Source: an optimization exercise on an open RTL-to-GDS flow (aim: small area). Production flows keep margins and buffers that such runs may drop.
Where RTL was checked, it was by simulation tests only, not by an equivalence proof against the original.

==> trial 52 <==
Design icsp_engine, start of the top module:
module icsp_engine (
    input  wire        clk,
    input  wire        rst,
    input  wire        req_valid,
    output wire        req_ready,
    input  wire [31:0] req_hdr,
    input  wire [16:0] req_nopd,
    input  wire        opd_valid,
    output wire        opd_ready,
    input  wire [31:0] opd_data,
    output reg         rsp_valid,
    output wire        rsp_status,
    output wire [31:0] rsp_data,
    input  wire        host_abort,
    output reg         icsp_mclr,
    output reg         icsp_clk,
    output reg         icsp_dat_o,
    output reg         icsp_dat_oe,
    input  wire        icsp_dat_i
);
export LEC_CHECK = 0
export CAP_MARGIN = 20
export CORE_MARGIN = 2
export CORE_UTILIZATION = 40
export SLEW_MARGIN = 20
create_clock -name core_clock -period 10.0 [get_ports {clk}]
standard.sh (not shown) runs the stock make flow with config.mk's settings and CLKGATE_MAP_FILE= SYNTH_SCRIPT=/design/flow/synth_recipe.tcl, a recipe that flattens the netlist after the stock synthesis.
==> flow/flow/run.sh <==
#!/bin/bash
# Layout flow: the standard flow (standard.sh) with these changes:
#  - synthesis maps the combinational logic with an area-oriented ABC
#    script (flow/area.abc) and without Yosys's full/half-adder extraction
#    (ADDER_MAP_FILE empty); the rest of the synthesis script is the standard flow's, so
#    the registers are the standard synthesis's;
#  - the port buffers are the smallest buffer, sky130_fd_sc_hd__buf_1;
#  - clock tree synthesis uses clkbuf_8 leaf clusters of at most 16 sinks and
#    no dummy loads.
# Each tool's output is in orfs/logs/; make's output is in flow_make.log.
set -euo pipefail
here=$(pwd)
{ cat "$here/flow/abc_override.tcl"; cat "$here/synth_recipe.tcl"; } > "$here/flow_synth.tcl"
sed "s|SYNTH_SCRIPT=[^ ]*|SYNTH_SCRIPT=$here/flow_synth.tcl ADDER_MAP_FILE=|" standard.sh > "$here/flow_standard.sh"
export FLOW_ABC_SCRIPT="$here/flow/area.abc"
export CTS_ARGS="-sink_clustering_enable -repair_clock_nets -dont_use_dummy_load -buf_list sky130_fd_sc_hd__clkbuf_8 -sink_clustering_size 16 -sink_clustering_max_diameter 50"
export BUFFER_PORTS_ARGS="-buffer_cell sky130_fd_sc_hd__buf_1"
bash "$here/flow_standard.sh" finish > "$here/flow_make.log" 2>&1
==> flow/flow/abc_override.tcl <==
# Use this flow's ABC script for the technology mapping of the
# combinational logic (ORFS's synth.tcl calls abc once, with -script).
# Registers are mapped before abc runs and abc is not given -dff, so the
# registers are the standard synthesis's.
proc abc {args} {
  set i [lsearch -exact $args -script]
  if {$i >= 0} {
    set args [lreplace $args [expr {$i + 1}] [expr {$i + 1}] $::env(FLOW_ABC_SCRIPT)]
  }
  yosys abc {*}$args
}
==> flow/flow/area.abc <==
strash
&get -n
&st
&deepsyn -T 90
&dch
&nf -R 1000 -p
&st
&syn2
&dch
&nf -R 1000 -p
&put
topo
==> inputs of build 6, as changes to trial 52 <==
--- a/flow/design.v
+++ b/flow/design.v
@@ -76,31 +76,36 @@
                      P_OPD  = 2'd3;    
     localparam [2:0] C_IDLE  = 3'd0,
                      C_OPC   = 3'd1,
                      C_WAIT1 = 3'd2,
                      C_FRAME = 3'd3,
                      C_WAIT2 = 3'd4,
                      C_DONE  = 3'd5,
-                     C_FIN   = 3'd6;
+                     C_FIN   = 3'd6,
+                     C_POST  = 3'd7;    
     localparam [3:0] B_IDLE   = 4'd0,
                      B_DAT    = 4'd1,
                      B_RISE   = 4'd2,
                      B_FALL   = 4'd3,
                      B_NEXT   = 4'd4,
                      B_DIRIN  = 4'd5,
                      B_RRISE  = 4'd6,
                      B_RFALL  = 4'd7,
                      B_RNEXT  = 4'd8,
-                     B_DIROUT = 4'd9;
+                     B_DIROUT = 4'd9,
+                     B_PRE    = 4'd10,    
+                     B_POST   = 4'd11;    
     reg [4:0]  st;
     reg [1:0]  pend;
     reg [2:0]  cst;
     reg [3:0]  bst;
     reg        bw;           
-    reg        cstart, bstart, cdone, bdone;
+    reg        cstart;
+    wire       cdone = (cst == C_POST);
+    wire       bdone = (bst == B_POST);
     reg [3:0]  cls;
     reg [1:0]  rgn;
     reg [15:0] arg;          
     reg [4:0]  cmd_sel;      
     reg [2:0]  res;
     reg        last_q;       
     reg        session;
@@ -116,15 +121,15 @@
     wire [7:0]  h_op    = req_hdr[7:0];
     wire [1:0]  h_rgn   = req_hdr[9:8];
     wire [5:0]  h_nbits = req_hdr[15:10];
     wire [15:0] h_count = req_hdr[31:16];
     reg        d_known, d_badarg, d_noop, d_needprog;
     reg [16:0] d_nopd;
     reg [3:0]  d_cls;
-    wire d_is_cmd    = (h_op >= 8'h20) && (h_op <= 8'h29);
+    wire d_is_cmd    = (h_op[7:4] == 4'h2) && (!h_op[3] || h_op[2:1] == 2'b00);
     wire d_is_region = (h_op == 8'h30) || (h_op == 8'h31) || (h_op == 8'h32);
     always @(*) begin
         d_known = 1'b0;
         d_cls   = CL_STATUS;
         case (h_op)
             8'h00: begin d_known = 1'b1; d_cls = CL_STATUS; end
             8'h01: begin d_known = 1'b1; d_cls = CL_SETT;   end
@@ -144,19 +149,20 @@
             d_nopd = 17'd1;
         else if (h_op == 8'h32)
             d_nopd = {1'b0, h_count};
         else
             d_nopd = 17'd0;
         d_badarg = 1'b0;
         if ((h_op == 8'h08 || h_op == 8'h09) &&
-            (h_nbits == 6'd0 || h_nbits > 6'd32))
+            (h_nbits == 6'd0 || (h_nbits[5] && h_nbits[4:0] != 5'd0)))
             d_badarg = 1'b1;
         if (d_is_region && h_rgn == 2'd3)
             d_badarg = 1'b1;
-        if ((h_op == 8'h01 || h_op == 8'h02) && h_count > 16'd5)
+        if ((h_op == 8'h01 || h_op == 8'h02) &&
+            (h_count[15:3] != 13'd0 || (h_count[2] && h_count[1])))
             d_badarg = 1'b1;
         if (req_nopd != d_nopd)
             d_badarg = 1'b1;
         if (h_op == 8'h31 && h_rgn == 2'd2)
             d_badarg = 1'b1;
         if (h_op == 8'h32 && h_rgn == 2'd2 &&
             h_count != 16'd0 && h_count != 16'd2)
@@ -189,14 +195,26 @@
             b = 1'b1;
             for (k = 0; k < 32; k = k + 1) begin
                 dec32[k] = a[k] ^ b;
                 b = b & ~a[k];
             end
         end
     endfunction
+    function [5:0] dec6;
+        input [5:0] a;
+        integer k;
+        reg b;
+        begin
+            b = 1'b1;
+            for (k = 0; k < 6; k = k + 1) begin
+                dec6[k] = a[k] ^ b;
+                b = b & ~a[k];
+            end
+        end
+    endfunction
     function [15:0] inc16;
         input [15:0] a;
         integer k;
         reg c;
         begin
             c = 1'b1;
             for (k = 0; k < 16; k = k + 1) begin
@@ -205,15 +223,15 @@
             end
         end
     endfunction
     wire t2gt1   = gt32(t2, t1);
     reg [5:0] tsh;
     always @(*) begin
         tsh = 6'd0;
-        if (bst != B_IDLE)
+        if (bst != B_IDLE && bst != B_POST)
             tsh[0] = 1'b1;
         else if (cst != C_IDLE) begin
             if (cst == C_WAIT1 && timed && t2gt1)
                 tsh[2] = 1'b1;
             else
                 tsh[1] = 1'b1;
         end else if (cls == CL_GETT) begin
@@ -230,20 +248,48 @@
         else if (cls == CL_ENTER) begin
             if (st == S_EP_SETTL)
                 tsh[4] = 1'b1;
             else
                 tsh[3] = 1'b1;
         end
     end
-    wire [31:0] tsel = ({32{tsh[0]}} & t0) | ({32{tsh[1]}} & t1) |
-                       ({32{tsh[2]}} & t2) | ({32{tsh[3]}} & t3) |
-                       ({32{tsh[4]}} & t4) | ({32{tsh[5]}} & t5);
+    reg cnt_ld;
+    always @(*) begin
+        cnt_ld = 1'b0;
+        if (bst != B_IDLE && !bw &&
+            (bst == B_DAT || bst == B_RISE || bst == B_FALL ||
+             bst == B_DIRIN || bst == B_RRISE || bst == B_RFALL))
+            cnt_ld = 1'b1;
+        if ((cst == C_WAIT1 || cst == C_WAIT2) && bdone)
+            cnt_ld = 1'b1;
+        if (run && st == S_DECODE && (cls == CL_ENTER || cls == CL_RESET))
+            cnt_ld = 1'b1;
+        if (run && (st == S_EP_M1 || st == S_EP_M0 || st == S_EP_SETTL ||
+                    st == S_RT_M1))
+            cnt_ld = 1'b1;
+    end
+    wire        t_use = cnt_ld || (run && st == S_DECODE);
+    wire [5:0]  tsg   = tsh & {6{t_use}};
+    wire [31:0] tsel = ({32{tsg[0]}} & t0) | ({32{tsg[1]}} & t1) |
+                       ({32{tsg[2]}} & t2) | ({32{tsg[3]}} & t3) |
+                       ({32{tsg[4]}} & t4) | ({32{tsg[5]}} & t5);
     wire cnt_zero = (cnt == 32'd0);
-    wire below_floor = (t0 < 32'd100) || (t1 < 32'd1000) ||
-                       (t2 < 32'd5000000) || (t3 < 32'd1000000);
+    function ltc32;
+        input [31:0] a, c;
+        integer k;
+        reg l;
+        begin
+            l = 1'b0;
+            for (k = 0; k < 32; k = k + 1)
+                l = c[k] ? (~a[k] | l) : (~a[k] & l);
+            ltc32 = l;
+        end
+    endfunction
+    wire below_floor = ltc32(t0, 32'd100) || ltc32(t1, 32'd1000) ||
+                       ltc32(t2, 32'd5000000) || ltc32(t3, 32'd1000000);
     wire m_opc   = (cst == C_WAIT1);
     wire m_frame = (cst == C_WAIT2);
     wire m_key   = (cst == C_IDLE) && (cls == CL_ENTER);
     wire m_recv  = m_frame ? cls_in : (cst == C_IDLE) && (cls == CL_RECV);
     reg opc_bit;
     always @(*) begin
         case (left[2:0])
@@ -251,25 +297,24 @@
             3'd5:    opc_bit = cmd_sel[1];
             3'd4:    opc_bit = cmd_sel[2];
             3'd3:    opc_bit = cmd_sel[3];
             3'd2:    opc_bit = cmd_sel[4];
             default: opc_bit = 1'b0;
         endcase
     end
-    wire [4:0] key_k  = 5'd0 - left[4:0];
+    localparam [31:0] KEY_BY_LEFT = 32'h14258564;
     wire       f_edge = m_frame && ((left == 6'd16) || (left == 6'd1));
     wire       bitval = m_opc ? opc_bit :
-                        m_key ? KEY[key_k] :
+                        m_key ? KEY_BY_LEFT[left[4:0]] :
                         f_edge ? 1'b0 : sreg[0];
     wire       tx_shift = !(m_opc || (m_frame && left == 6'd16));
     wire [5:0] nload = m_opc   ? 6'd6 :
                        m_frame ? 6'd16 :
                        m_key   ? ((st == S_EP_TAIL) ? 6'd32 : 6'd1) :
                        arg[5:0];
-    wire [4:0] rpos = m_frame ? 5'd15 : (arg[4:0] - 5'd1);
     wire        fin_fault   = fault_seen || (res == R_NOT_PROG) ||
                               (res == R_BAD_OP) || (res == R_BAD_ARG);
     wire [31:0] status_word = {cur_off, 7'd0, cur_space, cur_valid, below_floor,
                                fin_fault, session, 1'b0, res};
     assign rsp_data = sreg;
     assign rsp_status = rsp_valid && (st == S_IDLE);
     assign req_ready  = (st == S_IDLE);
@@ -285,95 +330,77 @@
         if (rst || (t_we && arg[2:0] == 3'd2)) t2 <= (RV2 & wd1) | (~RV2 & wd0);
         if (rst || (t_we && arg[2:0] == 3'd3)) t3 <= (RV3 & wd1) | (~RV3 & wd0);
         if (rst || (t_we && arg[2:0] == 3'd4)) t4 <= (RV4 & wd1) | (~RV4 & wd0);
         if (rst || (t_we && arg[2:0] == 3'd5)) t5 <= (RV5 & wd1) | (~RV5 & wd0);
     end
     wire [15:0] off_inc = inc16(cur_off);
     wire        eq1     = (off_inc == arg);
-    reg cnt_ld;
-    always @(*) begin
-        cnt_ld = 1'b0;
-        if (bst != B_IDLE && !bw &&
-            (bst == B_DAT || bst == B_RISE || bst == B_FALL ||
-             bst == B_DIRIN || bst == B_RRISE || bst == B_RFALL))
-            cnt_ld = 1'b1;
-        if ((cst == C_WAIT1 || cst == C_WAIT2) && bdone)
-            cnt_ld = 1'b1;
-        if (run && st == S_DECODE && (cls == CL_ENTER || cls == CL_RESET))
-            cnt_ld = 1'b1;
-        if (run && (st == S_EP_M1 || st == S_EP_M0 || st == S_EP_SETTL ||
-                    st == S_RT_M1))
-            cnt_ld = 1'b1;
-    end
     integer i;
     wire sh_tx = !bw && bst == B_DAT && tx_shift;
     wire sh_rx = !bw && bst == B_RFALL;
     wire sh_rd = sh_rx && m_frame;
-    wire [31:0] rx_ins = (sh_rx && !m_frame) ? (32'd1 << rpos) : 32'd0;
+    wire rx_d  = sh_rx && !m_frame && icsp_dat_i;
+    reg  [31:0] rx_bit;
+    always @(*)
+        for (i = 0; i < 32; i = i + 1)
+            rx_bit[i] = rx_d && (arg[4:0] == ((i + 1) % 32));
     reg  [31:0] shifted;
     always @(*) begin
         for (i = 0; i < 32; i = i + 1)
-            shifted[i] = rx_ins[i] ? icsp_dat_i : ((i == 31) ? 1'b0 : sreg[(i + 1) % 32]);
+            shifted[i] = ((i == 31) ? 1'b0 : sreg[(i + 1) % 32]) | rx_bit[i];
         if (sh_rd) begin
             shifted[31] = icsp_dat_i;
             shifted[15] = 1'b0;
             shifted[14] = icsp_dat_i && (left != 6'd1);
         end
     end
     always @(posedge clk) begin
-        cnt <= cnt_ld ? tsel : dec32(cnt);
+        cnt <= tsel | (dec32(cnt) & {32{!cnt_ld}});
         if (run && st == S_DECODE)
             sreg <= tsel;
         else if (run && st == S_FINISH)
             sreg <= status_word;
         else if (pend == P_OPD && opd_valid)
             sreg <= opd_data;
         else if (sh_tx || sh_rx)
             sreg <= shifted;
-        if (bst == B_IDLE && bstart)
+        if (bst == B_PRE)
             left <= nload;
         else if (!bw && (bst == B_FALL || bst == B_RFALL))
-            left <= left - 6'd1;
+            left <= dec6(left);
     end
     always @(posedge clk) begin
         if (rst) begin
             st          <= S_IDLE;
             pend        <= P_NONE;
             cst         <= C_IDLE;
             bst         <= B_IDLE;
             bw          <= 1'b0;
             cstart      <= 1'b0;
-            bstart      <= 1'b0;
-            cdone       <= 1'b0;
-            bdone       <= 1'b0;
             session     <= 1'b0;
             cur_valid   <= 1'b0;
             cur_space   <= 1'b0;
             cur_off     <= 16'd0;
             fault_seen  <= 1'b0;
             icsp_mclr   <= 1'b1;
             icsp_clk    <= 1'b0;
             icsp_dat_o  <= 1'b0;
             icsp_dat_oe <= 1'b1;
             rsp_valid   <= 1'b0;
         end else begin
             rsp_valid <= 1'b0;
             cstart    <= 1'b0;
-            bstart    <= 1'b0;
-            cdone     <= 1'b0;
-            bdone     <= 1'b0;
             if (bw) begin
                 if (cnt_zero)
                     bw <= 1'b0;
             end else begin
                 case (bst)
-                    B_IDLE: begin
-                        if (bstart)
-                            bst <= m_recv ? B_DIRIN : B_DAT;
-                    end
+                    B_IDLE: ;
+                    B_PRE:  bst <= m_recv ? B_DIRIN : B_DAT;
+                    B_POST: bst <= B_IDLE;
                     B_DAT: begin
                         icsp_dat_o <= bitval;
                         bw  <= 1'b1;
                         bst <= B_RISE;
                     end
                     B_RISE: begin
                         icsp_clk <= 1'b1;
@@ -383,16 +410,15 @@
                     B_FALL: begin
                         icsp_clk <= 1'b0;
                         bw  <= 1'b1;
                         bst <= B_NEXT;
                     end
                     B_NEXT: begin
                         if (left == 6'd0) begin
-                            bdone <= 1'b1;
-                            bst   <= B_IDLE;
+                            bst   <= B_POST;
                         end else begin
                             bst   <= B_DAT;
                         end
                     end
                     B_DIRIN: begin
                         icsp_dat_oe <= 1'b0;
                         bw  <= 1'b1;
@@ -409,48 +435,46 @@
                         bst <= B_RNEXT;
                     end
                     B_RNEXT: begin
                         bst <= (left == 6'd0) ? B_DIROUT : B_RRISE;
                     end
                     B_DIROUT: begin
                         icsp_dat_oe <= 1'b1;
-                        bdone <= 1'b1;
-                        bst   <= B_IDLE;
+                        bst   <= B_POST;
                     end
                     default: bst <= B_IDLE;
                 endcase
             end
             case (cst)
                 C_IDLE:  if (cstart) cst <= C_OPC;
                 C_OPC: begin
-                    bstart <= 1'b1;
+                    bst <= B_PRE;
                     cst    <= C_WAIT1;
                 end
                 C_WAIT1: if (bdone) cst <= C_FRAME;
                 C_FRAME: begin
                     if (cnt_zero) begin
                         if (cls_out || cls_in) begin
-                            bstart <= 1'b1;
+                            bst <= B_PRE;
                             cst    <= C_WAIT2;
                         end else begin
                             cst    <= C_FIN;
                         end
                     end
                 end
                 C_WAIT2: if (bdone) cst <= C_DONE;
                 C_DONE: begin
                     if (cnt_zero) begin
-                        cdone <= 1'b1;
-                        cst   <= C_IDLE;
+                        cst   <= C_POST;
                     end
                 end
                 C_FIN: begin
-                    cdone <= 1'b1;
-                    cst   <= C_IDLE;
+                    cst   <= C_POST;
                 end
+                C_POST:  cst <= C_IDLE;
                 default: cst <= C_IDLE;
             endcase
             case (pend)
                 P_WAIT: if (cnt_zero) pend <= P_NONE;
                 P_OPD:  if (opd_valid) pend <= P_NONE;
                 P_SUB: begin
                     if (cdone || (bdone && cst == C_IDLE))
@@ -518,15 +542,15 @@
                                     st        <= S_FINISH;
                                 end
                                 CL_SEND: begin
                                     pend <= P_OPD;
                                     st   <= S_SEND;
                                 end
                                 CL_RECV: begin
-                                    bstart <= 1'b1;
+                                    bst <= B_PRE;
                                     pend   <= P_SUB;
                                     st     <= S_RAWDONE;
                                 end
                                 CL_ENTER: begin
                                     pend <= P_WAIT;
                                     st   <= S_EP_M1;
                                 end
@@ -573,15 +597,15 @@
                         S_FINISH: begin
                             fault_seen <= fin_fault;
                             rsp_valid  <= 1'b1;
                             st         <= S_IDLE;
                         end
                         S_SETT: st <= S_FINISH;
                         S_SEND: begin
-                            bstart <= 1'b1;
+                            bst <= B_PRE;
                             pend   <= P_SUB;
                             st     <= S_RAWDONE;
                         end
                         S_RAWDONE: begin
                             cur_valid <= 1'b0;
                             if (cls == CL_RECV)
                                 rsp_valid <= 1'b1;
@@ -594,20 +618,20 @@
                         end
                         S_EP_M0: begin
                             icsp_mclr <= 1'b0;
                             pend      <= P_WAIT;
                             st        <= S_EP_KEY;
                         end
                         S_EP_KEY: begin
-                            bstart <= 1'b1;
+                            bst <= B_PRE;
                             pend   <= P_SUB;
                             st     <= S_EP_TAIL;
                         end
                         S_EP_TAIL: begin
-                            bstart <= 1'b1;
+                            bst <= B_PRE;
                             pend   <= P_SUB;
                             st     <= S_EP_SETTL;
                         end
                         S_EP_SETTL: begin
                             pend <= P_WAIT;
                             st   <= S_MODE_END;
                         end
==> flow/flow/run.sh (replaced) <==
#!/bin/bash
# Layout flow: the standard flow (standard.sh) with these changes:
#  - synthesis maps the combinational logic with an area-oriented ABC
#    script (flow/area.abc) and without Yosys's full/half-adder extraction
#    (ADDER_MAP_FILE empty); the rest of the synthesis script is the standard flow's, so
#    the registers are the standard synthesis's;
#  - the port buffers are the smallest buffer, sky130_fd_sc_hd__buf_1;
#  - clock tree synthesis uses clkbuf_4 leaf clusters of at most 10 sinks and
#    no dummy loads.
# Each tool's output is in orfs/logs/; make's output is in flow_make.log.
set -euo pipefail
here=$(pwd)
{ cat "$here/flow/abc_override.tcl"; cat "$here/synth_recipe.tcl"; } > "$here/flow_synth.tcl"
sed "s|SYNTH_SCRIPT=[^ ]*|SYNTH_SCRIPT=$here/flow_synth.tcl ADDER_MAP_FILE=|" standard.sh > "$here/flow_standard.sh"
export FLOW_ABC_SCRIPT="$here/flow/area.abc"
export CTS_ARGS="-sink_clustering_enable -repair_clock_nets -dont_use_dummy_load -buf_list sky130_fd_sc_hd__clkbuf_4 -sink_clustering_size 10 -sink_clustering_max_diameter 40"
export BUFFER_PORTS_ARGS="-buffer_cell sky130_fd_sc_hd__buf_1"
bash "$here/flow_standard.sh" finish > "$here/flow_make.log" 2>&1
==> flow/flow/area.abc (replaced) <==
strash
&get -n
&st
&deepsyn -T 60
&dch
&nf -R 1000 -p
&put
strash
&get -n
&st
&deepsyn -T 60
&dch
&nf -R 1000 -p
&put
strash
&get -n
&st
&deepsyn -T 60
&dch
&nf -R 1000 -p
&put
strash
&get -n
&st
&deepsyn -T 60
&dch
&nf -R 1000 -p
&put
topo
- CORE_UTILIZATION: 40 -> 66
==> inputs of trial 75, as changes to trial 52 <==
--- a/flow/design.v
+++ b/flow/design.v
@@ -116,15 +116,15 @@
     wire [7:0]  h_op    = req_hdr[7:0];
     wire [1:0]  h_rgn   = req_hdr[9:8];
     wire [5:0]  h_nbits = req_hdr[15:10];
     wire [15:0] h_count = req_hdr[31:16];
     reg        d_known, d_badarg, d_noop, d_needprog;
     reg [16:0] d_nopd;
     reg [3:0]  d_cls;
-    wire d_is_cmd    = (h_op >= 8'h20) && (h_op <= 8'h29);
+    wire d_is_cmd    = (h_op[7:4] == 4'h2) && (!h_op[3] || h_op[2:1] == 2'b00);
     wire d_is_region = (h_op == 8'h30) || (h_op == 8'h31) || (h_op == 8'h32);
     always @(*) begin
         d_known = 1'b0;
         d_cls   = CL_STATUS;
         case (h_op)
             8'h00: begin d_known = 1'b1; d_cls = CL_STATUS; end
             8'h01: begin d_known = 1'b1; d_cls = CL_SETT;   end
@@ -144,19 +144,20 @@
             d_nopd = 17'd1;
         else if (h_op == 8'h32)
             d_nopd = {1'b0, h_count};
         else
             d_nopd = 17'd0;
         d_badarg = 1'b0;
         if ((h_op == 8'h08 || h_op == 8'h09) &&
-            (h_nbits == 6'd0 || h_nbits > 6'd32))
+            (h_nbits == 6'd0 || (h_nbits[5] && h_nbits[4:0] != 5'd0)))
             d_badarg = 1'b1;
         if (d_is_region && h_rgn == 2'd3)
             d_badarg = 1'b1;
-        if ((h_op == 8'h01 || h_op == 8'h02) && h_count > 16'd5)
+        if ((h_op == 8'h01 || h_op == 8'h02) &&
+            (h_count[15:3] != 13'd0 || (h_count[2] && h_count[1])))
             d_badarg = 1'b1;
         if (req_nopd != d_nopd)
             d_badarg = 1'b1;
         if (h_op == 8'h31 && h_rgn == 2'd2)
             d_badarg = 1'b1;
         if (h_op == 8'h32 && h_rgn == 2'd2 &&
             h_count != 16'd0 && h_count != 16'd2)
@@ -189,14 +190,26 @@
             b = 1'b1;
             for (k = 0; k < 32; k = k + 1) begin
                 dec32[k] = a[k] ^ b;
                 b = b & ~a[k];
             end
         end
     endfunction
+    function [5:0] dec6;
+        input [5:0] a;
+        integer k;
+        reg b;
+        begin
+            b = 1'b1;
+            for (k = 0; k < 6; k = k + 1) begin
+                dec6[k] = a[k] ^ b;
+                b = b & ~a[k];
+            end
+        end
+    endfunction
     function [15:0] inc16;
         input [15:0] a;
         integer k;
         reg c;
         begin
             c = 1'b1;
             for (k = 0; k < 16; k = k + 1) begin
@@ -234,16 +247,27 @@
                 tsh[3] = 1'b1;
         end
     end
     wire [31:0] tsel = ({32{tsh[0]}} & t0) | ({32{tsh[1]}} & t1) |
                        ({32{tsh[2]}} & t2) | ({32{tsh[3]}} & t3) |
                        ({32{tsh[4]}} & t4) | ({32{tsh[5]}} & t5);
     wire cnt_zero = (cnt == 32'd0);
-    wire below_floor = (t0 < 32'd100) || (t1 < 32'd1000) ||
-                       (t2 < 32'd5000000) || (t3 < 32'd1000000);
+    function ltc32;
+        input [31:0] a, c;
+        integer k;
+        reg l;
+        begin
+            l = 1'b0;
+            for (k = 0; k < 32; k = k + 1)
+                l = c[k] ? (~a[k] | l) : (~a[k] & l);
+            ltc32 = l;
+        end
+    endfunction
+    wire below_floor = ltc32(t0, 32'd100) || ltc32(t1, 32'd1000) ||
+                       ltc32(t2, 32'd5000000) || ltc32(t3, 32'd1000000);
     wire m_opc   = (cst == C_WAIT1);
     wire m_frame = (cst == C_WAIT2);
     wire m_key   = (cst == C_IDLE) && (cls == CL_ENTER);
     wire m_recv  = m_frame ? cls_in : (cst == C_IDLE) && (cls == CL_RECV);
     reg opc_bit;
     always @(*) begin
         case (left[2:0])
@@ -251,25 +275,24 @@
             3'd5:    opc_bit = cmd_sel[1];
             3'd4:    opc_bit = cmd_sel[2];
             3'd3:    opc_bit = cmd_sel[3];
             3'd2:    opc_bit = cmd_sel[4];
             default: opc_bit = 1'b0;
         endcase
     end
-    wire [4:0] key_k  = 5'd0 - left[4:0];
+    localparam [31:0] KEY_BY_LEFT = 32'h14258564;
     wire       f_edge = m_frame && ((left == 6'd16) || (left == 6'd1));
     wire       bitval = m_opc ? opc_bit :
-                        m_key ? KEY[key_k] :
+                        m_key ? KEY_BY_LEFT[left[4:0]] :
                         f_edge ? 1'b0 : sreg[0];
     wire       tx_shift = !(m_opc || (m_frame && left == 6'd16));
     wire [5:0] nload = m_opc   ? 6'd6 :
                        m_frame ? 6'd16 :
                        m_key   ? ((st == S_EP_TAIL) ? 6'd32 : 6'd1) :
                        arg[5:0];
-    wire [4:0] rpos = m_frame ? 5'd15 : (arg[4:0] - 5'd1);
     wire        fin_fault   = fault_seen || (res == R_NOT_PROG) ||
                               (res == R_BAD_OP) || (res == R_BAD_ARG);
     wire [31:0] status_word = {cur_off, 7'd0, cur_space, cur_valid, below_floor,
                                fin_fault, session, 1'b0, res};
     assign rsp_data = sreg;
     assign rsp_status = rsp_valid && (st == S_IDLE);
     assign req_ready  = (st == S_IDLE);
@@ -304,15 +327,18 @@
                     st == S_RT_M1))
             cnt_ld = 1'b1;
     end
     integer i;
     wire sh_tx = !bw && bst == B_DAT && tx_shift;
     wire sh_rx = !bw && bst == B_RFALL;
     wire sh_rd = sh_rx && m_frame;
-    wire [31:0] rx_ins = (sh_rx && !m_frame) ? (32'd1 << rpos) : 32'd0;
+    reg  [31:0] rx_ins;
+    always @(*)
+        for (i = 0; i < 32; i = i + 1)
+            rx_ins[i] = sh_rx && !m_frame && (arg[4:0] == ((i + 1) % 32));
     reg  [31:0] shifted;
     always @(*) begin
         for (i = 0; i < 32; i = i + 1)
             shifted[i] = rx_ins[i] ? icsp_dat_i : ((i == 31) ? 1'b0 : sreg[(i + 1) % 32]);
         if (sh_rd) begin
             shifted[31] = icsp_dat_i;
             shifted[15] = 1'b0;
@@ -328,15 +354,15 @@
         else if (pend == P_OPD && opd_valid)
             sreg <= opd_data;
         else if (sh_tx || sh_rx)
             sreg <= shifted;
         if (bst == B_IDLE && bstart)
             left <= nload;
         else if (!bw && (bst == B_FALL || bst == B_RFALL))
-            left <= left - 6'd1;
+            left <= dec6(left);
     end
     always @(posedge clk) begin
         if (rst) begin
             st          <= S_IDLE;
             pend        <= P_NONE;
             cst         <= C_IDLE;
             bst         <= B_IDLE;
--- a/flow/flow/run.sh
+++ b/flow/flow/run.sh
@@ -9,10 +9,10 @@
 #    no dummy loads.
 # Each tool's output is in orfs/logs/; make's output is in flow_make.log.
 set -euo pipefail
 here=$(pwd)
 { cat "$here/flow/abc_override.tcl"; cat "$here/synth_recipe.tcl"; } > "$here/flow_synth.tcl"
 sed "s|SYNTH_SCRIPT=[^ ]*|SYNTH_SCRIPT=$here/flow_synth.tcl ADDER_MAP_FILE=|" standard.sh > "$here/flow_standard.sh"
 export FLOW_ABC_SCRIPT="$here/flow/area.abc"
-export CTS_ARGS="-sink_clustering_enable -repair_clock_nets -dont_use_dummy_load -buf_list sky130_fd_sc_hd__clkbuf_8 -sink_clustering_size 16 -sink_clustering_max_diameter 50"
+export CTS_ARGS="-sink_clustering_enable -repair_clock_nets -dont_use_dummy_load -buf_list sky130_fd_sc_hd__clkbuf_16 -sink_clustering_size 32 -sink_clustering_max_diameter 70"
 export BUFFER_PORTS_ARGS="-buffer_cell sky130_fd_sc_hd__buf_1"
 bash "$here/flow_standard.sh" finish > "$here/flow_make.log" 2>&1
==> qor.yml <==
final_nets: 1767
status: "complete, no violations"
min_to: "cst[0]"
seq_cells: 337
synthesis.area_um2: 16200
multi_input_area_um2: 6810
leakagePower_nw: 5.91
rrSetupSlack_ns: 3.75
yosys-top-cells-count: "edfxtp_1 (261), nand2_1 (139), nor2_1 (124), o21ai_0 (124), a21oi_1 (82)"
yosys.area_share.simple_pct: 17.0
nWellTaps: 525
powerDensity_nw_per_um2: 266
antenna_found_initial: 1
clock_area_share_pct: 3.41
clock_skew_ns: 0.0340
final_cell_mix: "edfxtp_1 (261), nand2_1 (139), buf_1 (125)"
-- figures above: trial 75

==> qor.yml <==
status: "complete, no violations"
clock_skew_ns: 0.114
powerDensity_nw_per_um2: 267
whs_ns: 0.486
detail-route-antenna-nets: 0
synthesis.area_um2: 15700
yosys-top-cells-count: "edfxtp_1 (261), nand2_1 (119), nor2_1 (97)"
yosysTopAreaCell: "edfxtp_1"
cts_buffers: 44
final_nets: 1681
postCtsSetupRepairBufs: 0
min_to: "icsp_dat_o"
seq_cells: 334
leakagePower_nw: 5.55
clock_area_share_pct: 1.93
multi_input_area_um2: 6200
path_clk_slew_ns: 0.11
rrSetupSlack_ns: 3.73
nWellTaps: 319
grt_use_met1_pct: 49.6
antenna_found_initial: 0
-- figures above: build 6

==> qor.yml <==
status: "complete, no violations"
clock_skew_ns: 0.0690
clock_area_share_pct: 2.66
nWellTaps: 525
leakagePower_nw: 5.93
final_nets: 1795
seq_cells: 337
antenna_found_initial: 0
multi_input_area_um2: 6720
rrSetupSlack_ns: 3.23
yosys.area_share.simple_pct: 17.9
-- figures above: trial 52

No functional check of the RTL was part of trial 52.

[separate check: timing with driven ports]
The results above use ideal ports. As a check the final layouts listed here were re-extracted and re-timed, cells and wires unchanged. Step 1 assumes that a clkbuf_16 drives the clock port and a buf_2 every other input. Step 2 adds t to the input delays and takes it off the output delays; t is the mean of the earliest and latest rising clock arrival at the registers after step 1. Input paths then give back, and output paths get back, about the clock's delay inside the block. Three values: ideal, step 1, step 2; two values: the first two.
run	t, ns	slack for setup (ns)	worst setup path after step 2	slew at the worst register clock pin (ns)
trial 52	0.599	3.227 / 3.227 / 3.227	register to register	0.10 / 0.10
build 6	0.708	3.733 / 3.733 / 3.733	register to register	0.11 / 0.11
trial 75	0.596	3.753 / 3.753 / 3.753	register to register	0.09 / 0.09
After both steps setup and hold are still met in every run listed.
